This design comes from an exercise in tuning for small area, a short achievable clock period and few clock cycles per item on the open sky130 flow, not from production work. Only the layout flow was run in this run; the RTL was not checked for function there. Power and IR drop assume default switching activity.

==> design/flow/design.v <==
module popcount_unit (
    input  wire         clk,
    input  wire         rst,         
    input  wire         in_valid,
    input  wire [1:0]   op,          
    input  wire [127:0] operand,
    output reg          out_valid,
    output reg  [7:0]   result,
    output reg          valid,
    output reg          illegal,
    output reg  [2:0]   strategy
);
    wire fs1;
    wire fc2;
    wire fs3;
    wire fc4;
    wire fs5;
    wire fc6;
    wire fs7;
    wire fc8;
    wire fs9;
    wire fc10;
    wire fs11;
    wire fc12;
    wire fs13;
    wire fc14;
    wire fs15;
    wire fc16;
    wire fs17;
    wire fc18;
    wire fs19;
    wire fc20;
    wire fs21;
    wire fc22;
    wire fs23;
    wire fc24;
    wire fs25;
    wire fc26;
    wire fs27;
    wire fc28;
    wire fs29;
    wire fc30;
    wire fs31;
    wire fc32;
    wire fs33;
    wire fc34;
    wire fs35;
    wire fc36;
    wire fs37;
    wire fc38;
    wire fs39;
    wire fc40;
    wire fs41;
    wire fc42;
    wire fs43;
    wire fc44;
    wire fs45;
    wire fc46;
    wire fs47;
    wire fc48;
    wire fs49;
    wire fc50;
    wire fs51;
    wire fc52;
    wire fs53;
    wire fc54;
    wire fs55;
    wire fc56;
    wire fs57;
    wire fc58;
    wire fs59;
    wire fc60;
    wire fs61;
    wire fc62;
    wire fs63;
    wire fc64;
    wire fs65;
    wire fc66;
    wire fs67;
    wire fc68;
    wire fs69;
    wire fc70;
    wire fs71;
    wire fc72;
    wire fs73;
    wire fc74;
    wire fs75;
    wire fc76;
    wire fs77;
    wire fc78;
    wire fs79;
    wire fc80;
    wire fs81;
    wire fc82;
    wire fs83;
    wire fc84;
    wire fs85;
    wire fc86;
    wire fs87;
    wire fc88;
    wire fs89;
    wire fc90;
    wire fs91;
    wire fc92;
    wire fs93;
    wire fc94;
    wire fs95;
    wire fc96;
    wire fs97;
    wire fc98;
    wire fs99;
    wire fc100;
    wire fs101;
    wire fc102;
    wire fs103;
    wire fc104;
    wire fs105;
    wire fc106;
    wire fs107;
    wire fc108;
    wire fs109;
    wire fc110;
    wire fs111;
    wire fc112;
    wire fs113;
    wire fc114;
    wire fs115;
    wire fc116;
    wire fs117;
    wire fc118;
    wire fs119;
    wire fc120;
    wire fs121;
    wire fc122;
    wire fs123;
    wire fc124;
    wire fs125;
    wire fc126;
    wire fs127;
    wire fc128;
    wire fs129;
    wire fc130;
    wire fs131;
    wire fc132;
    wire fs133;
    wire fc134;
    wire fs135;
    wire fc136;
    wire fs137;
    wire fc138;
    wire fs139;
    wire fc140;
    wire fs141;
    wire fc142;
    wire fs143;
    wire fc144;
    wire fs145;
    wire fc146;
    wire fs147;
    wire fc148;
    wire fs149;
    wire fc150;
    wire fs151;
    wire fc152;
    wire fs153;
    wire fc154;
    wire fs155;
    wire fc156;
    wire fs157;
    wire fc158;
    wire fs159;
    wire fc160;
    wire fs161;
    wire fc162;
    wire fs163;
    wire fc164;
    wire fs165;
    wire fc166;
    wire fs167;
    wire fc168;
    wire fs169;
    wire fc170;
    wire fs171;
    wire fc172;
    wire fs173;
    wire fc174;
    wire fs175;
    wire fc176;
    wire es177;
    wire ez178;
    wire es179;
    wire ez180;
    wire es181;
    wire ez182;
    wire es183;
    wire ez184;
    wire es185;
    wire ez186;
    wire es187;
    wire ez188;
    wire es189;
    wire ez190;
    wire es191;
    wire ez192;
    wire es193;
    wire ez194;
    wire es195;
    wire ez196;
    wire es197;
    wire ez198;
    wire es199;
    wire ez200;
    wire es201;
    wire ez202;
    wire es203;
    wire ez204;
    wire es205;
    wire ez206;
    wire es207;
    wire ez208;
    wire es209;
    wire ez210;
    wire es211;
    wire ez212;
    wire es213;
    wire ez214;
    wire es215;
    wire ez216;
    wire es217;
    wire ez218;
    wire es219;
    wire ez220;
    wire es221;
    wire ez222;
    wire es223;
    wire ez224;
    wire es225;
    wire ez226;
    wire es227;
    wire ez228;
    wire es229;
    wire ez230;
    wire es231;
    wire ez232;
    wire es233;
    wire ez234;
    wire es235;
    wire ez236;
    wire es237;
    wire ez238;
    wire es239;
    wire ez240;
    wire es241;
    wire ez242;
    wire es243;
    wire ez244;
    wire es245;
    wire ez246;
    wire es247;
    wire ez248;
    wire es249;
    wire ez250;
    wire es251;
    wire ez252;
    wire es253;
    wire ez254;
    wire es255;
    wire ez256;
    wire es257;
    wire ez258;
    wire es259;
    wire ez260;
    wire es261;
    wire ez262;
    wire es263;
    wire ez264;
    wire es265;
    wire ez266;
    wire es267;
    wire ez268;
    wire es269;
    wire ez270;
    wire es271;
    wire ez272;
    wire es273;
    wire ez274;
    wire es275;
    wire ez276;
    wire es277;
    wire ez278;
    wire es279;
    wire ez280;
    wire es281;
    wire ez282;
    wire es283;
    wire ez284;
    wire es285;
    wire ez286;
    wire es287;
    wire ez288;
    wire es289;
    wire ez290;
    wire es291;
    wire ez292;
    wire es293;
    wire ez294;
    wire es295;
    wire ez296;
    wire es297;
    wire ez298;
    wire es299;
    wire ez300;
    wire es301;
    wire ez302;
    wire es303;
    wire ez304;
    wire es305;
    wire ez306;
    wire em307;
    wire es308;
    wire ez309;
    wire em310;
    wire es311;
    wire ez312;
    wire em313;
    wire es314;
    wire ez315;
    wire em316;
    wire es317;
    wire ez318;
    wire em319;
    wire es320;
    wire ez321;
    wire em322;
    wire es323;
    wire ez324;
    wire em325;
    wire es326;
    wire ez327;
    wire em328;
    wire es329;
    wire ez330;
    wire em331;
    wire es332;
    wire ez333;
    wire em334;
    wire es335;
    wire ez336;
    wire em337;
    wire es338;
    wire ez339;
    wire em340;
    wire es341;
    wire ez342;
    wire em343;
    wire es344;
    wire ez345;
    wire em346;
    wire es347;
    wire ez348;
    wire em349;
    wire es350;
    wire ez351;
    wire em352;
    wire es353;
    wire ez354;
    wire em355;
    wire es356;
    wire ez357;
    wire em358;
    wire es359;
    wire ez360;
    wire em361;
    wire es362;
    wire ez363;
    wire em364;
    wire es365;
    wire ez366;
    wire em367;
    wire es368;
    wire ez369;
    wire em370;
    wire es371;
    wire ez372;
    wire em373;
    wire es374;
    wire ez375;
    wire em376;
    wire es377;
    wire ez378;
    wire em379;
    wire es380;
    wire ez381;
    wire em382;
    wire es383;
    wire ez384;
    wire em385;
    wire es386;
    wire ez387;
    wire em388;
    wire es389;
    wire ez390;
    wire em391;
    wire es392;
    wire ez393;
    wire em394;
    wire es395;
    wire ez396;
    wire em397;
    wire es398;
    wire ez399;
    wire em400;
    wire es401;
    wire ez402;
    wire em403;
    wire em404;
    wire es405;
    wire ez406;
    wire em407;
    wire em408;
    wire es409;
    wire ez410;
    wire em411;
    wire em412;
    wire es413;
    wire ez414;
    wire em415;
    wire em416;
    wire es417;
    wire ez418;
    wire em419;
    wire em420;
    wire es421;
    wire ez422;
    wire em423;
    wire em424;
    wire es425;
    wire ez426;
    wire em427;
    wire em428;
    wire es429;
    wire ez430;
    wire em431;
    wire em432;
    wire es433;
    wire ez434;
    wire em435;
    wire em436;
    wire es437;
    wire ez438;
    wire em439;
    wire em440;
    wire es441;
    wire ez442;
    wire em443;
    wire em444;
    wire es445;
    wire ez446;
    wire em447;
    wire em448;
    wire es449;
    wire ez450;
    wire em451;
    wire em452;
    wire es453;
    wire ez454;
    wire em455;
    wire em456;
    wire es457;
    wire ez458;
    wire em459;
    wire em460;
    wire es461;
    wire ez462;
    wire em463;
    wire em464;
    wire es465;
    wire ez466;
    wire em467;
    wire em468;
    wire em469;
    wire es470;
    wire ez471;
    wire em472;
    wire em473;
    wire em474;
    wire es475;
    wire ez476;
    wire em477;
    wire em478;
    wire em479;
    wire es480;
    wire ez481;
    wire em482;
    wire em483;
    wire em484;
    wire es485;
    wire ez486;
    wire em487;
    wire em488;
    wire em489;
    wire es490;
    wire ez491;
    wire em492;
    wire em493;
    wire em494;
    wire es495;
    wire ez496;
    wire em497;
    wire em498;
    wire em499;
    wire es500;
    wire ez501;
    wire em502;
    wire em503;
    wire em504;
    wire es505;
    wire ez506;
    wire em507;
    wire em508;
    wire em509;
    wire em510;
    wire es511;
    wire ez512;
    wire em513;
    wire em514;
    wire em515;
    wire em516;
    wire es517;
    wire ez518;
    wire em519;
    wire em520;
    wire em521;
    wire em522;
    wire es523;
    wire ez524;
    wire em525;
    wire em526;
    wire em527;
    wire em528;
    wire es529;
    wire ez530;
    wire em531;
    wire em532;
    wire em533;
    wire em534;
    wire em535;
    wire es536;
    wire ez537;
    wire em538;
    wire em539;
    wire em540;
    wire em541;
    wire em542;
    wire fs543;
    wire fc544;
    wire fs545;
    wire fc546;
    wire fs547;
    wire fc548;
    wire fs549;
    wire fc550;
    wire fs551;
    wire fc552;
    wire fs553;
    wire fc554;
    wire fs555;
    wire fc556;
    wire fs557;
    wire fc558;
    wire fs559;
    wire fc560;
    wire fs561;
    wire fc562;
    wire fs563;
    wire fc564;
    wire fs565;
    wire fc566;
    wire fs567;
    wire fc568;
    wire fs569;
    wire fc570;
    wire fs571;
    wire fc572;
    wire fs573;
    wire fc574;
    wire fs575;
    wire fc576;
    wire fs577;
    wire fc578;
    wire fs579;
    wire fc580;
    wire fs581;
    wire fc582;
    wire fs583;
    wire fc584;
    wire fs585;
    wire fc586;
    wire fs587;
    wire fc588;
    wire fs589;
    wire fc590;
    wire fs591;
    wire fc592;
    wire fs593;
    wire fc594;
    wire fs595;
    wire fc596;
    wire fs597;
    wire fc598;
    wire fs599;
    wire fc600;
    wire fs601;
    wire fc602;
    wire fs603;
    wire fc604;
    wire fs605;
    wire fc606;
    wire es607;
    wire ez608;
    wire em609;
    wire em610;
    wire em611;
    wire em612;
    wire em613;
    wire em614;
    wire ispop615;
    wire isscan616;
    wire ra617;
    wire rb618;
    wire ra619;
    wire ra620;
    wire ra621;
    wire ra622;
    wire ra623;
    wire ra624;
    wire ra625;
    wire vl626;
    wire il627;
    reg pc0_r1_0;
    reg pc0_r1_1;
    reg pc0_r1_2;
    reg pc0_r1_3;
    reg pc0_r1_4;
    reg pc0_r1_5;
    reg pc1_r1_6;
    reg pc1_r1_7;
    reg pc1_r1_8;
    reg pc1_r1_9;
    reg pc1_r1_10;
    reg pc1_r1_11;
    reg pc1_r1_12;
    reg pc1_r1_13;
    reg pc1_r1_14;
    reg pc1_r1_15;
    reg pc1_r1_16;
    reg pc1_r1_17;
    reg pc1_r1_18;
    reg pc1_r1_19;
    reg pc1_r1_20;
    reg pc2_r1_21;
    reg pc2_r1_22;
    reg pc2_r1_23;
    reg pc2_r1_24;
    reg pc2_r1_25;
    reg pc2_r1_26;
    reg pc2_r1_27;
    reg pc2_r1_28;
    reg pc2_r1_29;
    reg pc2_r1_30;
    reg pc2_r1_31;
    reg pc2_r1_32;
    reg pc2_r1_33;
    reg pc2_r1_34;
    reg pc2_r1_35;
    reg pc3_r1_36;
    reg pc3_r1_37;
    reg pc3_r1_38;
    reg pc3_r1_39;
    reg ez_r1_40;
    reg ei_r1_41;
    reg ei_r1_42;
    reg ei_r1_43;
    reg ei_r1_44;
    reg ei_r1_45;
    reg ei_r1_46;
    reg ez_r1_47;
    reg ei_r1_48;
    reg ei_r1_49;
    reg ei_r1_50;
    reg ei_r1_51;
    reg ei_r1_52;
    reg ei_r1_53;
    reg op0_r1_54;
    reg op1_r1_55;
    reg ra0_r2_56;
    reg rb0_r2_57;
    reg ra1_r2_58;
    reg ra2_r2_59;
    reg ra3_r2_60;
    reg ra4_r2_61;
    reg ra5_r2_62;
    reg ra6_r2_63;
    reg valid_r2_64;
    reg ill_r2_65;
    reg ispop_r2_66;
    reg vld_r1, vld_r2;
    fa3 u_fs1 (.a(operand[0]), .b(operand[100]), .c(operand[101]), .s(fs1), .co(fc2));
    fa3 u_fs3 (.a(operand[102]), .b(operand[103]), .c(operand[104]), .s(fs3), .co(fc4));
    fa3 u_fs5 (.a(operand[105]), .b(operand[106]), .c(operand[107]), .s(fs5), .co(fc6));
    fa3 u_fs7 (.a(operand[108]), .b(operand[109]), .c(operand[10]), .s(fs7), .co(fc8));
    fa3 u_fs9 (.a(operand[110]), .b(operand[111]), .c(operand[112]), .s(fs9), .co(fc10));
    fa3 u_fs11 (.a(operand[113]), .b(operand[114]), .c(operand[115]), .s(fs11), .co(fc12));
    fa3 u_fs13 (.a(operand[116]), .b(operand[117]), .c(operand[118]), .s(fs13), .co(fc14));
    fa3 u_fs15 (.a(operand[119]), .b(operand[11]), .c(operand[120]), .s(fs15), .co(fc16));
    fa3 u_fs17 (.a(operand[121]), .b(operand[122]), .c(operand[123]), .s(fs17), .co(fc18));
    fa3 u_fs19 (.a(operand[124]), .b(operand[125]), .c(operand[126]), .s(fs19), .co(fc20));
    fa3 u_fs21 (.a(operand[127]), .b(operand[12]), .c(operand[13]), .s(fs21), .co(fc22));
    fa3 u_fs23 (.a(operand[14]), .b(operand[15]), .c(operand[16]), .s(fs23), .co(fc24));
    fa3 u_fs25 (.a(operand[17]), .b(operand[18]), .c(operand[19]), .s(fs25), .co(fc26));
    fa3 u_fs27 (.a(operand[1]), .b(operand[20]), .c(operand[21]), .s(fs27), .co(fc28));
    fa3 u_fs29 (.a(operand[22]), .b(operand[23]), .c(operand[24]), .s(fs29), .co(fc30));
    fa3 u_fs31 (.a(operand[25]), .b(operand[26]), .c(operand[27]), .s(fs31), .co(fc32));
    fa3 u_fs33 (.a(operand[28]), .b(operand[29]), .c(operand[2]), .s(fs33), .co(fc34));
    fa3 u_fs35 (.a(operand[30]), .b(operand[31]), .c(operand[32]), .s(fs35), .co(fc36));
    fa3 u_fs37 (.a(operand[33]), .b(operand[34]), .c(operand[35]), .s(fs37), .co(fc38));
    fa3 u_fs39 (.a(operand[36]), .b(operand[37]), .c(operand[38]), .s(fs39), .co(fc40));
    fa3 u_fs41 (.a(operand[39]), .b(operand[3]), .c(operand[40]), .s(fs41), .co(fc42));
    fa3 u_fs43 (.a(operand[41]), .b(operand[42]), .c(operand[43]), .s(fs43), .co(fc44));
    fa3 u_fs45 (.a(operand[44]), .b(operand[45]), .c(operand[46]), .s(fs45), .co(fc46));
    fa3 u_fs47 (.a(operand[47]), .b(operand[48]), .c(operand[49]), .s(fs47), .co(fc48));
    fa3 u_fs49 (.a(operand[4]), .b(operand[50]), .c(operand[51]), .s(fs49), .co(fc50));
    fa3 u_fs51 (.a(operand[52]), .b(operand[53]), .c(operand[54]), .s(fs51), .co(fc52));
    fa3 u_fs53 (.a(operand[55]), .b(operand[56]), .c(operand[57]), .s(fs53), .co(fc54));
    fa3 u_fs55 (.a(operand[58]), .b(operand[59]), .c(operand[5]), .s(fs55), .co(fc56));
    fa3 u_fs57 (.a(operand[60]), .b(operand[61]), .c(operand[62]), .s(fs57), .co(fc58));
    fa3 u_fs59 (.a(operand[63]), .b(operand[64]), .c(operand[65]), .s(fs59), .co(fc60));
    fa3 u_fs61 (.a(operand[66]), .b(operand[67]), .c(operand[68]), .s(fs61), .co(fc62));
    fa3 u_fs63 (.a(operand[69]), .b(operand[6]), .c(operand[70]), .s(fs63), .co(fc64));
    fa3 u_fs65 (.a(operand[71]), .b(operand[72]), .c(operand[73]), .s(fs65), .co(fc66));
    fa3 u_fs67 (.a(operand[74]), .b(operand[75]), .c(operand[76]), .s(fs67), .co(fc68));
    fa3 u_fs69 (.a(operand[77]), .b(operand[78]), .c(operand[79]), .s(fs69), .co(fc70));
    fa3 u_fs71 (.a(operand[7]), .b(operand[80]), .c(operand[81]), .s(fs71), .co(fc72));
    fa3 u_fs73 (.a(operand[82]), .b(operand[83]), .c(operand[84]), .s(fs73), .co(fc74));
    fa3 u_fs75 (.a(operand[85]), .b(operand[86]), .c(operand[87]), .s(fs75), .co(fc76));
    fa3 u_fs77 (.a(operand[88]), .b(operand[89]), .c(operand[8]), .s(fs77), .co(fc78));
    fa3 u_fs79 (.a(operand[90]), .b(operand[91]), .c(operand[92]), .s(fs79), .co(fc80));
    fa3 u_fs81 (.a(operand[93]), .b(operand[94]), .c(operand[95]), .s(fs81), .co(fc82));
    fa3 u_fs83 (.a(operand[96]), .b(operand[97]), .c(operand[98]), .s(fs83), .co(fc84));
    fa3 u_fs85 (.a(fc10), .b(fc12), .c(fc14), .s(fs85), .co(fc86));
    fa3 u_fs87 (.a(fc16), .b(fc18), .c(fc2), .s(fs87), .co(fc88));
    fa3 u_fs89 (.a(fc20), .b(fc22), .c(fc24), .s(fs89), .co(fc90));
    fa3 u_fs91 (.a(fc26), .b(fc28), .c(fc30), .s(fs91), .co(fc92));
    fa3 u_fs93 (.a(fc32), .b(fc34), .c(fc36), .s(fs93), .co(fc94));
    fa3 u_fs95 (.a(fc38), .b(fc4), .c(fc40), .s(fs95), .co(fc96));
    fa3 u_fs97 (.a(fc42), .b(fc44), .c(fc46), .s(fs97), .co(fc98));
    fa3 u_fs99 (.a(fc48), .b(fc50), .c(fc52), .s(fs99), .co(fc100));
    fa3 u_fs101 (.a(fc54), .b(fc56), .c(fc58), .s(fs101), .co(fc102));
    fa3 u_fs103 (.a(fc6), .b(fc60), .c(fc62), .s(fs103), .co(fc104));
    fa3 u_fs105 (.a(fc64), .b(fc66), .c(fc68), .s(fs105), .co(fc106));
    fa3 u_fs107 (.a(fc70), .b(fc72), .c(fc74), .s(fs107), .co(fc108));
    fa3 u_fs109 (.a(fc76), .b(fc78), .c(fc8), .s(fs109), .co(fc110));
    fa3 u_fs111 (.a(fc80), .b(fc82), .c(fc84), .s(fs111), .co(fc112));
    fa3 u_fs113 (.a(operand[99]), .b(operand[9]), .c(fs1), .s(fs113), .co(fc114));
    fa3 u_fs115 (.a(fs11), .b(fs13), .c(fs15), .s(fs115), .co(fc116));
    fa3 u_fs117 (.a(fs17), .b(fs19), .c(fs21), .s(fs117), .co(fc118));
    fa3 u_fs119 (.a(fs23), .b(fs25), .c(fs27), .s(fs119), .co(fc120));
    fa3 u_fs121 (.a(fs29), .b(fs3), .c(fs31), .s(fs121), .co(fc122));
    fa3 u_fs123 (.a(fs33), .b(fs35), .c(fs37), .s(fs123), .co(fc124));
    fa3 u_fs125 (.a(fs39), .b(fs41), .c(fs43), .s(fs125), .co(fc126));
    fa3 u_fs127 (.a(fs45), .b(fs47), .c(fs49), .s(fs127), .co(fc128));
    fa3 u_fs129 (.a(fs5), .b(fs51), .c(fs53), .s(fs129), .co(fc130));
    fa3 u_fs131 (.a(fs55), .b(fs57), .c(fs59), .s(fs131), .co(fc132));
    fa3 u_fs133 (.a(fs61), .b(fs63), .c(fs65), .s(fs133), .co(fc134));
    fa3 u_fs135 (.a(fs67), .b(fs69), .c(fs7), .s(fs135), .co(fc136));
    fa3 u_fs137 (.a(fs71), .b(fs73), .c(fs75), .s(fs137), .co(fc138));
    fa3 u_fs139 (.a(fs77), .b(fs79), .c(fs81), .s(fs139), .co(fc140));
    fa3 u_fs141 (.a(fc100), .b(fc102), .c(fc104), .s(fs141), .co(fc142));
    fa3 u_fs143 (.a(fc106), .b(fc108), .c(fc110), .s(fs143), .co(fc144));
    fa3 u_fs145 (.a(fc112), .b(fc86), .c(fc88), .s(fs145), .co(fc146));
    fa3 u_fs147 (.a(fc90), .b(fc92), .c(fc94), .s(fs147), .co(fc148));
    fa3 u_fs149 (.a(fc114), .b(fc116), .c(fc118), .s(fs149), .co(fc150));
    fa3 u_fs151 (.a(fc120), .b(fc122), .c(fc124), .s(fs151), .co(fc152));
    fa3 u_fs153 (.a(fc126), .b(fc128), .c(fc130), .s(fs153), .co(fc154));
    fa3 u_fs155 (.a(fc132), .b(fc134), .c(fc136), .s(fs155), .co(fc156));
    fa3 u_fs157 (.a(fc138), .b(fc140), .c(fs101), .s(fs157), .co(fc158));
    fa3 u_fs159 (.a(fs103), .b(fs105), .c(fs107), .s(fs159), .co(fc160));
    fa3 u_fs161 (.a(fs109), .b(fs111), .c(fs85), .s(fs161), .co(fc162));
    fa3 u_fs163 (.a(fs87), .b(fs89), .c(fs91), .s(fs163), .co(fc164));
    fa3 u_fs165 (.a(fs93), .b(fs95), .c(fs97), .s(fs165), .co(fc166));
    fa3 u_fs167 (.a(fs83), .b(fs9), .c(fs113), .s(fs167), .co(fc168));
    fa3 u_fs169 (.a(fs115), .b(fs117), .c(fs119), .s(fs169), .co(fc170));
    fa3 u_fs171 (.a(fs121), .b(fs123), .c(fs125), .s(fs171), .co(fc172));
    fa3 u_fs173 (.a(fs127), .b(fs129), .c(fs131), .s(fs173), .co(fc174));
    fa3 u_fs175 (.a(fs133), .b(fs135), .c(fs137), .s(fs175), .co(fc176));
    assign es177 = op[1] ? operand[1] : ~operand[0];
    assign ez178 = operand[0] | operand[1];
    assign es179 = op[1] ? operand[3] : ~operand[2];
    assign ez180 = operand[2] | operand[3];
    assign es181 = op[1] ? operand[5] : ~operand[4];
    assign ez182 = operand[4] | operand[5];
    assign es183 = op[1] ? operand[7] : ~operand[6];
    assign ez184 = operand[6] | operand[7];
    assign es185 = op[1] ? operand[9] : ~operand[8];
    assign ez186 = operand[8] | operand[9];
    assign es187 = op[1] ? operand[11] : ~operand[10];
    assign ez188 = operand[10] | operand[11];
    assign es189 = op[1] ? operand[13] : ~operand[12];
    assign ez190 = operand[12] | operand[13];
    assign es191 = op[1] ? operand[15] : ~operand[14];
    assign ez192 = operand[14] | operand[15];
    assign es193 = op[1] ? operand[17] : ~operand[16];
    assign ez194 = operand[16] | operand[17];
    assign es195 = op[1] ? operand[19] : ~operand[18];
    assign ez196 = operand[18] | operand[19];
    assign es197 = op[1] ? operand[21] : ~operand[20];
    assign ez198 = operand[20] | operand[21];
    assign es199 = op[1] ? operand[23] : ~operand[22];
    assign ez200 = operand[22] | operand[23];
    assign es201 = op[1] ? operand[25] : ~operand[24];
    assign ez202 = operand[24] | operand[25];
    assign es203 = op[1] ? operand[27] : ~operand[26];
    assign ez204 = operand[26] | operand[27];
    assign es205 = op[1] ? operand[29] : ~operand[28];
    assign ez206 = operand[28] | operand[29];
    assign es207 = op[1] ? operand[31] : ~operand[30];
    assign ez208 = operand[30] | operand[31];
    assign es209 = op[1] ? operand[33] : ~operand[32];
    assign ez210 = operand[32] | operand[33];
    assign es211 = op[1] ? operand[35] : ~operand[34];
    assign ez212 = operand[34] | operand[35];
    assign es213 = op[1] ? operand[37] : ~operand[36];
    assign ez214 = operand[36] | operand[37];
    assign es215 = op[1] ? operand[39] : ~operand[38];
    assign ez216 = operand[38] | operand[39];
    assign es217 = op[1] ? operand[41] : ~operand[40];
    assign ez218 = operand[40] | operand[41];
    assign es219 = op[1] ? operand[43] : ~operand[42];
    assign ez220 = operand[42] | operand[43];
    assign es221 = op[1] ? operand[45] : ~operand[44];
    assign ez222 = operand[44] | operand[45];
    assign es223 = op[1] ? operand[47] : ~operand[46];
    assign ez224 = operand[46] | operand[47];
    assign es225 = op[1] ? operand[49] : ~operand[48];
    assign ez226 = operand[48] | operand[49];
    assign es227 = op[1] ? operand[51] : ~operand[50];
    assign ez228 = operand[50] | operand[51];
    assign es229 = op[1] ? operand[53] : ~operand[52];
    assign ez230 = operand[52] | operand[53];
    assign es231 = op[1] ? operand[55] : ~operand[54];
    assign ez232 = operand[54] | operand[55];
    assign es233 = op[1] ? operand[57] : ~operand[56];
    assign ez234 = operand[56] | operand[57];
    assign es235 = op[1] ? operand[59] : ~operand[58];
    assign ez236 = operand[58] | operand[59];
    assign es237 = op[1] ? operand[61] : ~operand[60];
    assign ez238 = operand[60] | operand[61];
    assign es239 = op[1] ? operand[63] : ~operand[62];
    assign ez240 = operand[62] | operand[63];
    assign es241 = op[1] ? operand[65] : ~operand[64];
    assign ez242 = operand[64] | operand[65];
    assign es243 = op[1] ? operand[67] : ~operand[66];
    assign ez244 = operand[66] | operand[67];
    assign es245 = op[1] ? operand[69] : ~operand[68];
    assign ez246 = operand[68] | operand[69];
    assign es247 = op[1] ? operand[71] : ~operand[70];
    assign ez248 = operand[70] | operand[71];
    assign es249 = op[1] ? operand[73] : ~operand[72];
    assign ez250 = operand[72] | operand[73];
    assign es251 = op[1] ? operand[75] : ~operand[74];
    assign ez252 = operand[74] | operand[75];
    assign es253 = op[1] ? operand[77] : ~operand[76];
    assign ez254 = operand[76] | operand[77];
    assign es255 = op[1] ? operand[79] : ~operand[78];
    assign ez256 = operand[78] | operand[79];
    assign es257 = op[1] ? operand[81] : ~operand[80];
    assign ez258 = operand[80] | operand[81];
    assign es259 = op[1] ? operand[83] : ~operand[82];
    assign ez260 = operand[82] | operand[83];
    assign es261 = op[1] ? operand[85] : ~operand[84];
    assign ez262 = operand[84] | operand[85];
    assign es263 = op[1] ? operand[87] : ~operand[86];
    assign ez264 = operand[86] | operand[87];
    assign es265 = op[1] ? operand[89] : ~operand[88];
    assign ez266 = operand[88] | operand[89];
    assign es267 = op[1] ? operand[91] : ~operand[90];
    assign ez268 = operand[90] | operand[91];
    assign es269 = op[1] ? operand[93] : ~operand[92];
    assign ez270 = operand[92] | operand[93];
    assign es271 = op[1] ? operand[95] : ~operand[94];
    assign ez272 = operand[94] | operand[95];
    assign es273 = op[1] ? operand[97] : ~operand[96];
    assign ez274 = operand[96] | operand[97];
    assign es275 = op[1] ? operand[99] : ~operand[98];
    assign ez276 = operand[98] | operand[99];
    assign es277 = op[1] ? operand[101] : ~operand[100];
    assign ez278 = operand[100] | operand[101];
    assign es279 = op[1] ? operand[103] : ~operand[102];
    assign ez280 = operand[102] | operand[103];
    assign es281 = op[1] ? operand[105] : ~operand[104];
    assign ez282 = operand[104] | operand[105];
    assign es283 = op[1] ? operand[107] : ~operand[106];
    assign ez284 = operand[106] | operand[107];
    assign es285 = op[1] ? operand[109] : ~operand[108];
    assign ez286 = operand[108] | operand[109];
    assign es287 = op[1] ? operand[111] : ~operand[110];
    assign ez288 = operand[110] | operand[111];
    assign es289 = op[1] ? operand[113] : ~operand[112];
    assign ez290 = operand[112] | operand[113];
    assign es291 = op[1] ? operand[115] : ~operand[114];
    assign ez292 = operand[114] | operand[115];
    assign es293 = op[1] ? operand[117] : ~operand[116];
    assign ez294 = operand[116] | operand[117];
    assign es295 = op[1] ? operand[119] : ~operand[118];
    assign ez296 = operand[118] | operand[119];
    assign es297 = op[1] ? operand[121] : ~operand[120];
    assign ez298 = operand[120] | operand[121];
    assign es299 = op[1] ? operand[123] : ~operand[122];
    assign ez300 = operand[122] | operand[123];
    assign es301 = op[1] ? operand[125] : ~operand[124];
    assign ez302 = operand[124] | operand[125];
    assign es303 = op[1] ? operand[127] : ~operand[126];
    assign ez304 = operand[126] | operand[127];
    assign es305 = op[1] ? ez180 : ~ez178;
    assign ez306 = ez178 | ez180;
    assign em307 = es305 ? es179 : es177;
    assign es308 = op[1] ? ez184 : ~ez182;
    assign ez309 = ez182 | ez184;
    assign em310 = es308 ? es183 : es181;
    assign es311 = op[1] ? ez188 : ~ez186;
    assign ez312 = ez186 | ez188;
    assign em313 = es311 ? es187 : es185;
    assign es314 = op[1] ? ez192 : ~ez190;
    assign ez315 = ez190 | ez192;
    assign em316 = es314 ? es191 : es189;
    assign es317 = op[1] ? ez196 : ~ez194;
    assign ez318 = ez194 | ez196;
    assign em319 = es317 ? es195 : es193;
    assign es320 = op[1] ? ez200 : ~ez198;
    assign ez321 = ez198 | ez200;
    assign em322 = es320 ? es199 : es197;
    assign es323 = op[1] ? ez204 : ~ez202;
    assign ez324 = ez202 | ez204;
    assign em325 = es323 ? es203 : es201;
    assign es326 = op[1] ? ez208 : ~ez206;
    assign ez327 = ez206 | ez208;
    assign em328 = es326 ? es207 : es205;
    assign es329 = op[1] ? ez212 : ~ez210;
    assign ez330 = ez210 | ez212;
    assign em331 = es329 ? es211 : es209;
    assign es332 = op[1] ? ez216 : ~ez214;
    assign ez333 = ez214 | ez216;
    assign em334 = es332 ? es215 : es213;
    assign es335 = op[1] ? ez220 : ~ez218;
    assign ez336 = ez218 | ez220;
    assign em337 = es335 ? es219 : es217;
    assign es338 = op[1] ? ez224 : ~ez222;
    assign ez339 = ez222 | ez224;
    assign em340 = es338 ? es223 : es221;
    assign es341 = op[1] ? ez228 : ~ez226;
    assign ez342 = ez226 | ez228;
    assign em343 = es341 ? es227 : es225;
    assign es344 = op[1] ? ez232 : ~ez230;
    assign ez345 = ez230 | ez232;
    assign em346 = es344 ? es231 : es229;
    assign es347 = op[1] ? ez236 : ~ez234;
    assign ez348 = ez234 | ez236;
    assign em349 = es347 ? es235 : es233;
    assign es350 = op[1] ? ez240 : ~ez238;
    assign ez351 = ez238 | ez240;
    assign em352 = es350 ? es239 : es237;
    assign es353 = op[1] ? ez244 : ~ez242;
    assign ez354 = ez242 | ez244;
    assign em355 = es353 ? es243 : es241;
    assign es356 = op[1] ? ez248 : ~ez246;
    assign ez357 = ez246 | ez248;
    assign em358 = es356 ? es247 : es245;
    assign es359 = op[1] ? ez252 : ~ez250;
    assign ez360 = ez250 | ez252;
    assign em361 = es359 ? es251 : es249;
    assign es362 = op[1] ? ez256 : ~ez254;
    assign ez363 = ez254 | ez256;
    assign em364 = es362 ? es255 : es253;
    assign es365 = op[1] ? ez260 : ~ez258;
    assign ez366 = ez258 | ez260;
    assign em367 = es365 ? es259 : es257;
    assign es368 = op[1] ? ez264 : ~ez262;
    assign ez369 = ez262 | ez264;
    assign em370 = es368 ? es263 : es261;
    assign es371 = op[1] ? ez268 : ~ez266;
    assign ez372 = ez266 | ez268;
    assign em373 = es371 ? es267 : es265;
    assign es374 = op[1] ? ez272 : ~ez270;
    assign ez375 = ez270 | ez272;
    assign em376 = es374 ? es271 : es269;
    assign es377 = op[1] ? ez276 : ~ez274;
    assign ez378 = ez274 | ez276;
    assign em379 = es377 ? es275 : es273;
    assign es380 = op[1] ? ez280 : ~ez278;
    assign ez381 = ez278 | ez280;
    assign em382 = es380 ? es279 : es277;
    assign es383 = op[1] ? ez284 : ~ez282;
    assign ez384 = ez282 | ez284;
    assign em385 = es383 ? es283 : es281;
    assign es386 = op[1] ? ez288 : ~ez286;
    assign ez387 = ez286 | ez288;
    assign em388 = es386 ? es287 : es285;
    assign es389 = op[1] ? ez292 : ~ez290;
    assign ez390 = ez290 | ez292;
    assign em391 = es389 ? es291 : es289;
    assign es392 = op[1] ? ez296 : ~ez294;
    assign ez393 = ez294 | ez296;
    assign em394 = es392 ? es295 : es293;
    assign es395 = op[1] ? ez300 : ~ez298;
    assign ez396 = ez298 | ez300;
    assign em397 = es395 ? es299 : es297;
    assign es398 = op[1] ? ez304 : ~ez302;
    assign ez399 = ez302 | ez304;
    assign em400 = es398 ? es303 : es301;
    assign es401 = op[1] ? ez309 : ~ez306;
    assign ez402 = ez306 | ez309;
    assign em403 = es401 ? em310 : em307;
    assign em404 = es401 ? es308 : es305;
    assign es405 = op[1] ? ez315 : ~ez312;
    assign ez406 = ez312 | ez315;
    assign em407 = es405 ? em316 : em313;
    assign em408 = es405 ? es314 : es311;
    assign es409 = op[1] ? ez321 : ~ez318;
    assign ez410 = ez318 | ez321;
    assign em411 = es409 ? em322 : em319;
    assign em412 = es409 ? es320 : es317;
    assign es413 = op[1] ? ez327 : ~ez324;
    assign ez414 = ez324 | ez327;
    assign em415 = es413 ? em328 : em325;
    assign em416 = es413 ? es326 : es323;
    assign es417 = op[1] ? ez333 : ~ez330;
    assign ez418 = ez330 | ez333;
    assign em419 = es417 ? em334 : em331;
    assign em420 = es417 ? es332 : es329;
    assign es421 = op[1] ? ez339 : ~ez336;
    assign ez422 = ez336 | ez339;
    assign em423 = es421 ? em340 : em337;
    assign em424 = es421 ? es338 : es335;
    assign es425 = op[1] ? ez345 : ~ez342;
    assign ez426 = ez342 | ez345;
    assign em427 = es425 ? em346 : em343;
    assign em428 = es425 ? es344 : es341;
    assign es429 = op[1] ? ez351 : ~ez348;
    assign ez430 = ez348 | ez351;
    assign em431 = es429 ? em352 : em349;
    assign em432 = es429 ? es350 : es347;
    assign es433 = op[1] ? ez357 : ~ez354;
    assign ez434 = ez354 | ez357;
    assign em435 = es433 ? em358 : em355;
    assign em436 = es433 ? es356 : es353;
    assign es437 = op[1] ? ez363 : ~ez360;
    assign ez438 = ez360 | ez363;
    assign em439 = es437 ? em364 : em361;
    assign em440 = es437 ? es362 : es359;
    assign es441 = op[1] ? ez369 : ~ez366;
    assign ez442 = ez366 | ez369;
    assign em443 = es441 ? em370 : em367;
    assign em444 = es441 ? es368 : es365;
    assign es445 = op[1] ? ez375 : ~ez372;
    assign ez446 = ez372 | ez375;
    assign em447 = es445 ? em376 : em373;
    assign em448 = es445 ? es374 : es371;
    assign es449 = op[1] ? ez381 : ~ez378;
    assign ez450 = ez378 | ez381;
    assign em451 = es449 ? em382 : em379;
    assign em452 = es449 ? es380 : es377;
    assign es453 = op[1] ? ez387 : ~ez384;
    assign ez454 = ez384 | ez387;
    assign em455 = es453 ? em388 : em385;
    assign em456 = es453 ? es386 : es383;
    assign es457 = op[1] ? ez393 : ~ez390;
    assign ez458 = ez390 | ez393;
    assign em459 = es457 ? em394 : em391;
    assign em460 = es457 ? es392 : es389;
    assign es461 = op[1] ? ez399 : ~ez396;
    assign ez462 = ez396 | ez399;
    assign em463 = es461 ? em400 : em397;
    assign em464 = es461 ? es398 : es395;
    assign es465 = op[1] ? ez406 : ~ez402;
    assign ez466 = ez402 | ez406;
    assign em467 = es465 ? em407 : em403;
    assign em468 = es465 ? em408 : em404;
    assign em469 = es465 ? es405 : es401;
    assign es470 = op[1] ? ez414 : ~ez410;
    assign ez471 = ez410 | ez414;
    assign em472 = es470 ? em415 : em411;
    assign em473 = es470 ? em416 : em412;
    assign em474 = es470 ? es413 : es409;
    assign es475 = op[1] ? ez422 : ~ez418;
    assign ez476 = ez418 | ez422;
    assign em477 = es475 ? em423 : em419;
    assign em478 = es475 ? em424 : em420;
    assign em479 = es475 ? es421 : es417;
    assign es480 = op[1] ? ez430 : ~ez426;
    assign ez481 = ez426 | ez430;
    assign em482 = es480 ? em431 : em427;
    assign em483 = es480 ? em432 : em428;
    assign em484 = es480 ? es429 : es425;
    assign es485 = op[1] ? ez438 : ~ez434;
    assign ez486 = ez434 | ez438;
    assign em487 = es485 ? em439 : em435;
    assign em488 = es485 ? em440 : em436;
    assign em489 = es485 ? es437 : es433;
    assign es490 = op[1] ? ez446 : ~ez442;
    assign ez491 = ez442 | ez446;
    assign em492 = es490 ? em447 : em443;
    assign em493 = es490 ? em448 : em444;
    assign em494 = es490 ? es445 : es441;
    assign es495 = op[1] ? ez454 : ~ez450;
    assign ez496 = ez450 | ez454;
    assign em497 = es495 ? em455 : em451;
    assign em498 = es495 ? em456 : em452;
    assign em499 = es495 ? es453 : es449;
    assign es500 = op[1] ? ez462 : ~ez458;
    assign ez501 = ez458 | ez462;
    assign em502 = es500 ? em463 : em459;
    assign em503 = es500 ? em464 : em460;
    assign em504 = es500 ? es461 : es457;
    assign es505 = op[1] ? ez471 : ~ez466;
    assign ez506 = ez466 | ez471;
    assign em507 = es505 ? em472 : em467;
    assign em508 = es505 ? em473 : em468;
    assign em509 = es505 ? em474 : em469;
    assign em510 = es505 ? es470 : es465;
    assign es511 = op[1] ? ez481 : ~ez476;
    assign ez512 = ez476 | ez481;
    assign em513 = es511 ? em482 : em477;
    assign em514 = es511 ? em483 : em478;
    assign em515 = es511 ? em484 : em479;
    assign em516 = es511 ? es480 : es475;
    assign es517 = op[1] ? ez491 : ~ez486;
    assign ez518 = ez486 | ez491;
    assign em519 = es517 ? em492 : em487;
    assign em520 = es517 ? em493 : em488;
    assign em521 = es517 ? em494 : em489;
    assign em522 = es517 ? es490 : es485;
    assign es523 = op[1] ? ez501 : ~ez496;
    assign ez524 = ez496 | ez501;
    assign em525 = es523 ? em502 : em497;
    assign em526 = es523 ? em503 : em498;
    assign em527 = es523 ? em504 : em499;
    assign em528 = es523 ? es500 : es495;
    assign es529 = op[1] ? ez512 : ~ez506;
    assign ez530 = ez506 | ez512;
    assign em531 = es529 ? em513 : em507;
    assign em532 = es529 ? em514 : em508;
    assign em533 = es529 ? em515 : em509;
    assign em534 = es529 ? em516 : em510;
    assign em535 = es529 ? es511 : es505;
    assign es536 = op[1] ? ez524 : ~ez518;
    assign ez537 = ez518 | ez524;
    assign em538 = es536 ? em525 : em519;
    assign em539 = es536 ? em526 : em520;
    assign em540 = es536 ? em527 : em521;
    assign em541 = es536 ? em528 : em522;
    assign em542 = es536 ? es523 : es517;
    fa3 u_fs543 (.a(pc0_r1_0), .b(pc0_r1_1), .c(pc0_r1_2), .s(fs543), .co(fc544));
    fa3 u_fs545 (.a(pc0_r1_3), .b(pc0_r1_4), .c(pc0_r1_5), .s(fs545), .co(fc546));
    fa3 u_fs547 (.a(pc1_r1_10), .b(pc1_r1_11), .c(pc1_r1_12), .s(fs547), .co(fc548));
    fa3 u_fs549 (.a(pc1_r1_13), .b(pc1_r1_14), .c(pc1_r1_15), .s(fs549), .co(fc550));
    fa3 u_fs551 (.a(pc1_r1_16), .b(pc1_r1_17), .c(pc1_r1_18), .s(fs551), .co(fc552));
    fa3 u_fs553 (.a(pc1_r1_19), .b(pc1_r1_20), .c(pc1_r1_6), .s(fs553), .co(fc554));
    fa3 u_fs555 (.a(pc1_r1_7), .b(pc1_r1_8), .c(pc1_r1_9), .s(fs555), .co(fc556));
    fa3 u_fs557 (.a(pc2_r1_21), .b(pc2_r1_22), .c(pc2_r1_23), .s(fs557), .co(fc558));
    fa3 u_fs559 (.a(pc2_r1_24), .b(pc2_r1_25), .c(pc2_r1_26), .s(fs559), .co(fc560));
    fa3 u_fs561 (.a(pc2_r1_27), .b(pc2_r1_28), .c(pc2_r1_29), .s(fs561), .co(fc562));
    fa3 u_fs563 (.a(pc2_r1_30), .b(pc2_r1_31), .c(pc2_r1_32), .s(fs563), .co(fc564));
    fa3 u_fs565 (.a(pc2_r1_33), .b(pc2_r1_34), .c(pc2_r1_35), .s(fs565), .co(fc566));
    fa3 u_fs567 (.a(pc3_r1_36), .b(pc3_r1_37), .c(pc3_r1_38), .s(fs567), .co(fc568));
    fa3 u_fs569 (.a(fc548), .b(fc550), .c(fc552), .s(fs569), .co(fc570));
    fa3 u_fs571 (.a(pc3_r1_39), .b(fc558), .c(fc560), .s(fs571), .co(fc572));
    fa3 u_fs573 (.a(fc562), .b(fc564), .c(fc566), .s(fs573), .co(fc574));
    fa3 u_fs575 (.a(fc544), .b(fc546), .c(fs547), .s(fs575), .co(fc576));
    fa3 u_fs577 (.a(fs549), .b(fs551), .c(fs553), .s(fs577), .co(fc578));
    fa3 u_fs579 (.a(fc554), .b(fc556), .c(fs557), .s(fs579), .co(fc580));
    fa3 u_fs581 (.a(fs559), .b(fs561), .c(fs563), .s(fs581), .co(fc582));
    fa3 u_fs583 (.a(fc568), .b(fc572), .c(fc574), .s(fs583), .co(fc584));
    fa3 u_fs585 (.a(fs565), .b(fc576), .c(fc578), .s(fs585), .co(fc586));
    fa3 u_fs587 (.a(fs567), .b(fc570), .c(fc580), .s(fs587), .co(fc588));
    fa3 u_fs589 (.a(fc582), .b(fs571), .c(fs573), .s(fs589), .co(fc590));
    fa3 u_fs591 (.a(fs555), .b(fs575), .c(fs577), .s(fs591), .co(fc592));
    fa3 u_fs593 (.a(fs569), .b(fs579), .c(fs581), .s(fs593), .co(fc594));
    fa3 u_fs595 (.a(fc588), .b(fc590), .c(fs583), .s(fs595), .co(fc596));
    fa3 u_fs597 (.a(fc586), .b(fc594), .c(fs587), .s(fs597), .co(fc598));
    fa3 u_fs599 (.a(fc592), .b(fs585), .c(fs593), .s(fs599), .co(fc600));
    fa3 u_fs601 (.a(fs589), .b(fc600), .c(fs597), .s(fs601), .co(fc602));
    fa3 u_fs603 (.a(fc598), .b(fs595), .c(fc602), .s(fs603), .co(fc604));
    fa3 u_fs605 (.a(fc584), .b(fc596), .c(fc604), .s(fs605), .co(fc606));
    assign es607 = op1_r1_55 ? ez_r1_47 : ~ez_r1_40;
    assign ez608 = ez_r1_40 | ez_r1_47;
    assign em609 = es607 ? ei_r1_48 : ei_r1_41;
    assign em610 = es607 ? ei_r1_49 : ei_r1_42;
    assign em611 = es607 ? ei_r1_50 : ei_r1_43;
    assign em612 = es607 ? ei_r1_51 : ei_r1_44;
    assign em613 = es607 ? ei_r1_52 : ei_r1_45;
    assign em614 = es607 ? ei_r1_53 : ei_r1_46;
    assign ispop615 = ~op1_r1_55 & ~op0_r1_54;
    assign isscan616 = (op1_r1_55 ^ op0_r1_54) & ez608;
    assign ra617 = (ispop615 & fs543) | (isscan616 & em609);
    assign rb618 = ispop615 & fs545;
    assign ra619 = (ispop615 & fs591) | (isscan616 & em610);
    assign ra620 = (ispop615 & fs599) | (isscan616 & em611);
    assign ra621 = (ispop615 & fs601) | (isscan616 & em612);
    assign ra622 = (ispop615 & fs603) | (isscan616 & em613);
    assign ra623 = (ispop615 & fs605) | (isscan616 & em614);
    assign ra624 = (ispop615 & fc606) | (isscan616 & es607);
    assign ra625 = 1'b0;
    assign vl626 = ispop615 | isscan616;
    assign il627 = op1_r1_55 & op0_r1_54;
    always @(posedge clk) begin
        pc0_r1_0 <= fs139;
        pc0_r1_1 <= fs167;
        pc0_r1_2 <= fs169;
        pc0_r1_3 <= fs171;
        pc0_r1_4 <= fs173;
        pc0_r1_5 <= fs175;
        pc1_r1_6 <= fs99;
        pc1_r1_7 <= fc168;
        pc1_r1_8 <= fc170;
        pc1_r1_9 <= fc172;
        pc1_r1_10 <= fc174;
        pc1_r1_11 <= fc176;
        pc1_r1_12 <= fs149;
        pc1_r1_13 <= fs151;
        pc1_r1_14 <= fs153;
        pc1_r1_15 <= fs155;
        pc1_r1_16 <= fs157;
        pc1_r1_17 <= fs159;
        pc1_r1_18 <= fs161;
        pc1_r1_19 <= fs163;
        pc1_r1_20 <= fs165;
        pc2_r1_21 <= fc96;
        pc2_r1_22 <= fc98;
        pc2_r1_23 <= fc150;
        pc2_r1_24 <= fc152;
        pc2_r1_25 <= fc154;
        pc2_r1_26 <= fc156;
        pc2_r1_27 <= fc158;
        pc2_r1_28 <= fc160;
        pc2_r1_29 <= fc162;
        pc2_r1_30 <= fc164;
        pc2_r1_31 <= fc166;
        pc2_r1_32 <= fs141;
        pc2_r1_33 <= fs143;
        pc2_r1_34 <= fs145;
        pc2_r1_35 <= fs147;
        pc3_r1_36 <= fc142;
        pc3_r1_37 <= fc144;
        pc3_r1_38 <= fc146;
        pc3_r1_39 <= fc148;
        ez_r1_40 <= ez530;
        ei_r1_41 <= em531;
        ei_r1_42 <= em532;
        ei_r1_43 <= em533;
        ei_r1_44 <= em534;
        ei_r1_45 <= em535;
        ei_r1_46 <= es529;
        ez_r1_47 <= ez537;
        ei_r1_48 <= em538;
        ei_r1_49 <= em539;
        ei_r1_50 <= em540;
        ei_r1_51 <= em541;
        ei_r1_52 <= em542;
        ei_r1_53 <= es536;
        op0_r1_54 <= op[0];
        op1_r1_55 <= op[1];
        ra0_r2_56 <= ra617;
        rb0_r2_57 <= rb618;
        ra1_r2_58 <= ra619;
        ra2_r2_59 <= ra620;
        ra3_r2_60 <= ra621;
        ra4_r2_61 <= ra622;
        ra5_r2_62 <= ra623;
        ra6_r2_63 <= ra624;
        valid_r2_64 <= vl626;
        ill_r2_65 <= il627;
        ispop_r2_66 <= ispop615;
    end
    always @(posedge clk) begin
        if (rst) begin
            vld_r1 <= 1'b0;
            vld_r2 <= 1'b0;
        end else begin
            vld_r1 <= in_valid;
            vld_r2 <= vld_r1;
        end
    end
    wire [7:0] row_a = {1'b0, ra6_r2_63, ra5_r2_62, ra4_r2_61, ra3_r2_60, ra2_r2_59, ra1_r2_58, ra0_r2_56};
    wire [7:0] row_b = {1'b0, 1'b0, 1'b0, 1'b0, 1'b0, 1'b0, 1'b0, rb0_r2_57};
    wire [7:0] sum = row_a + row_b;
    always @* begin
        out_valid = vld_r2;
        result    = sum;
        valid     = valid_r2_64;
        illegal   = ill_r2_65;
        if (ispop_r2_66)
            strategy = (sum[7:4] == 4'd0) ? 3'b010 : 3'b001;
        else
            strategy = {1'b1, ill_r2_65, ill_r2_65};
    end
endmodule
module fa3 (input wire a, input wire b, input wire c, output wire s, output wire co);
    assign s  = a ^ b ^ c;
    assign co = (a & b) | (a & c) | (b & c);
endmodule
==> design/flow/config.mk <==
export PLATFORM = sky130hd
export DESIGN_NAME = popcount_unit
export DESIGN_NICKNAME = popcount_unit
export VERILOG_FILES = /design/flow/design.v
export SDC_FILE = /design/flow/constraint.sdc
export NUM_CORES = 4
export LEC_CHECK = 0
export CAP_MARGIN = 20
export CORE_MARGIN = 2
export CORE_UTILIZATION = 60
export SETUP_SLACK_MARGIN = 3.7
export SLEW_MARGIN = 20
export SYNTH_HIERARCHICAL = 1
export SYNTH_MINIMUM_KEEP_SIZE = 0
==> design/flow/constraint.sdc <==
create_clock -name core_clock -period 7.0 [get_ports {clk}]
set_input_delay 1.4000 -clock core_clock [delete_from_list [all_inputs] [get_ports {clk}]]
set_output_delay 1.4000 -clock core_clock [all_outputs]
set_load 0.01 [all_outputs]
==> design/flow/run.sh <==
#!/bin/bash
# synth_recipe.tcl (not shown) runs the flow's synth.tcl, then flattens the netlist and writes it again
# the make line also repeats each setting of config.mk as NAME=value (left out here)
make -C /OpenROAD-flow-scripts/flow DESIGN_CONFIG=/design/flow/config.mk WORK_HOME=/design/flow/orfs CLKGATE_MAP_FILE= SYNTH_SCRIPT=/design/flow/synth_recipe.tcl finish
==> notes.md <==
worst max-delay path, stage by stage, from the launching register on:
cell and delay (ns):
dfxtp_1 0.33, fa_1 0.54, fa_1 0.45, fa_1 0.41, fa_1 0.51, fa_2 0.35, fa_2 0.35, fa_2 0.55
nand2_1 0.05, o21ai_1 0.07
modules after synthesis, one instance, submodules excluded:
module / cells inside / copies in the design
fa3: 1 / 120
popcount_unit: 583 / 1
final timing paths:
path	from	endpoint	slack [ns]	cells past startpoint
max	pc1_r1_15$_DFF_P_	ra5_r2_62$_DFF_P_	3.32	9
min	vld_r1$_SDFF_PP0_	vld_r2$_SDFF_PP0_	0.45	1
max reg2reg	pc1_r1_15$_DFF_P_	ra5_r2_62$_DFF_P_	3.32	9
min reg2reg	vld_r1$_SDFF_PP0_	vld_r2$_SDFF_PP0_	0.45	1
layer usage:
layer / part of all wire / global-route usage / vias up
li1: - / - / 2953
met3: 0.083 / 0.0632 / 102
met5: 0 / 0 / -
met2: 0.50 / 0.585 / 445
met4: 0.049 / 0.172 / 0
met1: 0.36 / 0.426 / 3281
cell type report:
cell class                 instances  area [um^2]
multi-input combinational        598         6030
fill                             636         1800
timing repair buffer             178         1760
sequential                        69         1390
clock buffer                       9          225
tap                              143          179
clock inverter                     7         75.1
inverter                          14         53.8
power by group:
| part | switching, mW | leakage (nW) | total (mW) | internal, mW |
|---|---|---|---|---|
| combinational | 1.10 | 3.24 | 2.17 | 1.07 |
| clock | 0.177 | 0.138 | 0.453 | 0.276 |
| sequential | 0.102 | 0.581 | 0.638 | 0.537 |
| total | 1.38 | 3.96 | 3.26 | 1.88 |
layout by cell type (no fill, tap or decap), drive strengths merged, types with 10 or more instances in the layout:
master / netlist / layout
clkdlybuf4s50: 0 / 49
mux2i: 37 / 37
a31oi: 10 / 10
or4: 10 / 10
nand2: 57 / 57
nor4: 33 / 33
inv: 14 / 14
nor3: 29 / 29
dlygate4sd2: 0 / 46
clkbuf: 8 / 10
fa: 120 / 120
a21oi: 56 / 56
nand3: 12 / 12
nor2: 47 / 47
dfxtp: 69 / 69
dlymetal6s2s: 0 / 48
o31ai: 27 / 27
o21ai: 47 / 47
buf: 14 / 34
kinds of logic (layout without fill, tap and decap cells):
family	count (synthesis)	in the layout
AO/OA/AOI/OAI	199	199
XOR/XNOR	5	5
adder cells (fa/ha/maj)	124	124
buffers and inverters	36	208
flip-flops	69	69
multiplexers	44	44
AND/OR/NAND/NOR	226	226
timing repair:
item,CTS,global route
setup endpoints to repair,27,24
setup buffers,5,23
gates resized for setup,101,78
pin swaps,14,20
per-stage QoR:
step | setup WS [ns] | cells
finish | 3.32 | 1018
global route | 3.20 | 1018
CTS | 3.33 | 995
detailed placement | 3.10 | 974
global placement | 3.13 | 974
floorplan | 3.48 | 703
==> run_results.csv <==
group,metric,value,unit
run_status,status,"timing/DRC/antenna clean",
clocking,clk_latency,0.34,ns
synthesis,synth_most_common_cell,"fa_1",
routing,detailroute.via_count,6781,
worst_setup_path,worst_ep_arrival_time,3.95,ns
floorplanning,dieWidth,113,um
clocking,cts_made_buffers,9,
placement,post_dp_cell_area,8680,um^2
power,p_per_area,336,nW/um^2
sta,tightest_slew,0.767,ns
power,irDropWorstVdd,0.629,mV
placement,port_buffers,146,
floorplanning,die_area,12800,um^2
clocking,hold_buffers,0,
clocking,clock_path_buffers,2,
synthesis,synth-simple-area-share,0.181,
synthesis,yosys.area_share.xor_xnor,0.00612,
global_routing,grt_max_degree,84,
final_layout,drive_gt1_frac,0.160,
synthesis,syn_nets,960,
routing,drc,0,
worst_setup_path,path_max_fanout,1,
synthesis,yosysWarnings,7,
synthesis,yosys.cell_types.count,73,
routing,post_drt_wl_per_cell,22.4,um
synthesis,syn_avg_cell_area,10.2,um^2
sta,slew_viol_final,0,
floorplanning,fp.dieH,113,um
synthesis,ys_top_cells_by_area,"fa_1 (34%), dfxtp_1 (19%), mux2i_1 (5.2%), a21oi_1 (3.8%), nand2_1 (3.0%)",
worst_hold_path,worstHoldPathType,"reg -> reg",
sta,grt_setup_unrepaired,"true",
worst_setup_path,end_kind,"register",
routing,postRouteAntennaNets,0,
clocking,clock-sinks,69,
routing,routed_wl,22800,um
synthesis,synth_area_leader_cell,"fa_1",
sta,hold_violations,0,
routing,first_pass_iters,19,
synthesis,synth_top_family_by_area,"adder cells",
global_routing,grt_pass1_wl,34100,um
power,p_leak,3.96,nW
global_routing,grt_usage,0.345,
placement,dp_hpwl,17200,um
sta,skew,0.00517,ns
final_layout,final_util,0.844,
global_routing,gr-total-overflow,0,
sta,holdWs,0.455,ns
floorplanning,core-area,11500,um^2
floorplanning,ioPinCount,147,
synthesis,synthCells,703,
final_layout,nets,1127,
worst_setup_path,crit_path_start_kind,"register",
placement,gp_congestion,1.02,
synthesis,ys_seq_area_frac,0.193,
clocking,path_clk_slew,0.06,ns
power,power,3.26,mW
final_layout,antenna_cells,0,
clocking,htree_levels,3,
synthesis,synth_top_cell_area_share,0.336,
sta,fmax,271,MHz
sta,setup_tns,0,ns
clocking,cts_root_buffer,"clkbuf_16",
sta,layout_min_cycle_time,3.68,ns
global_routing,grt_pass1_vias,6717,
sta,fin_crit_sh,0.526,
synthesis,async_flop_share,0,
synthesis,ys_ff_latch,69,
worst_setup_path,worstSetupPathType,"reg -> reg",
worst_setup_path,required,7.26,ns
final_layout,area_delta_synth_final,35.8,%
synthesis,yosys-top-cells-count,"fa_1 (120), dfxtp_1 (69), nand2_1 (57), a21oi_1 (55), nor2_1 (47)",
synthesis,synthAdderAreaFrac,0.343,
global_routing,antenna_found_initial,0,
synthesis,synth-main-ff-cell,"dfxtp_1",
synthesis,syn-cell-area,7150,um^2
routing,drt_iter0_drc,493,
final_layout,fin_area,9710,um^2
sta,maxSlewHeadroom,0.483,
sta,setup_viol,0,
synthesis,synth_compound_area_frac,0.185,
floorplanning,num_rows,39,
flow_run,cap_violations,0,
synthesis,synth-edff-count,0,
floorplanning,initial_utilization,0.621,
synthesis,synthMuxAreaShare,0.0644,
routing,vias_per_cell,6.66,
clocking,cts_tree,"yes",

static timing again, ports no longer ideal:
The flow's constraints put no driver on any port. The routed layout listed below was extracted and timed again, unchanged, in two steps.
Step 1 assumes that a clkbuf_16 drives the clock port and a buf_2 every other input.
Step 2 adds t to the input delays and takes it off the output delays; t is the mean of the earliest and latest rising clock arrival at the registers after step 1. Input paths then give back, and output paths get back, about the clock's delay inside the block.
a / b / c = ideal ports / drivers / drivers and shift; a / b = the first two.
t (ns): 0.378
setup WS [ns]: 3.317 / 3.317 / 3.315
pins driven straight from the clock port: 1
After both steps setup and hold are still met in this run. The setup slack of this run moves by 0.000 ns with the drivers and by -0.002 ns with both steps.
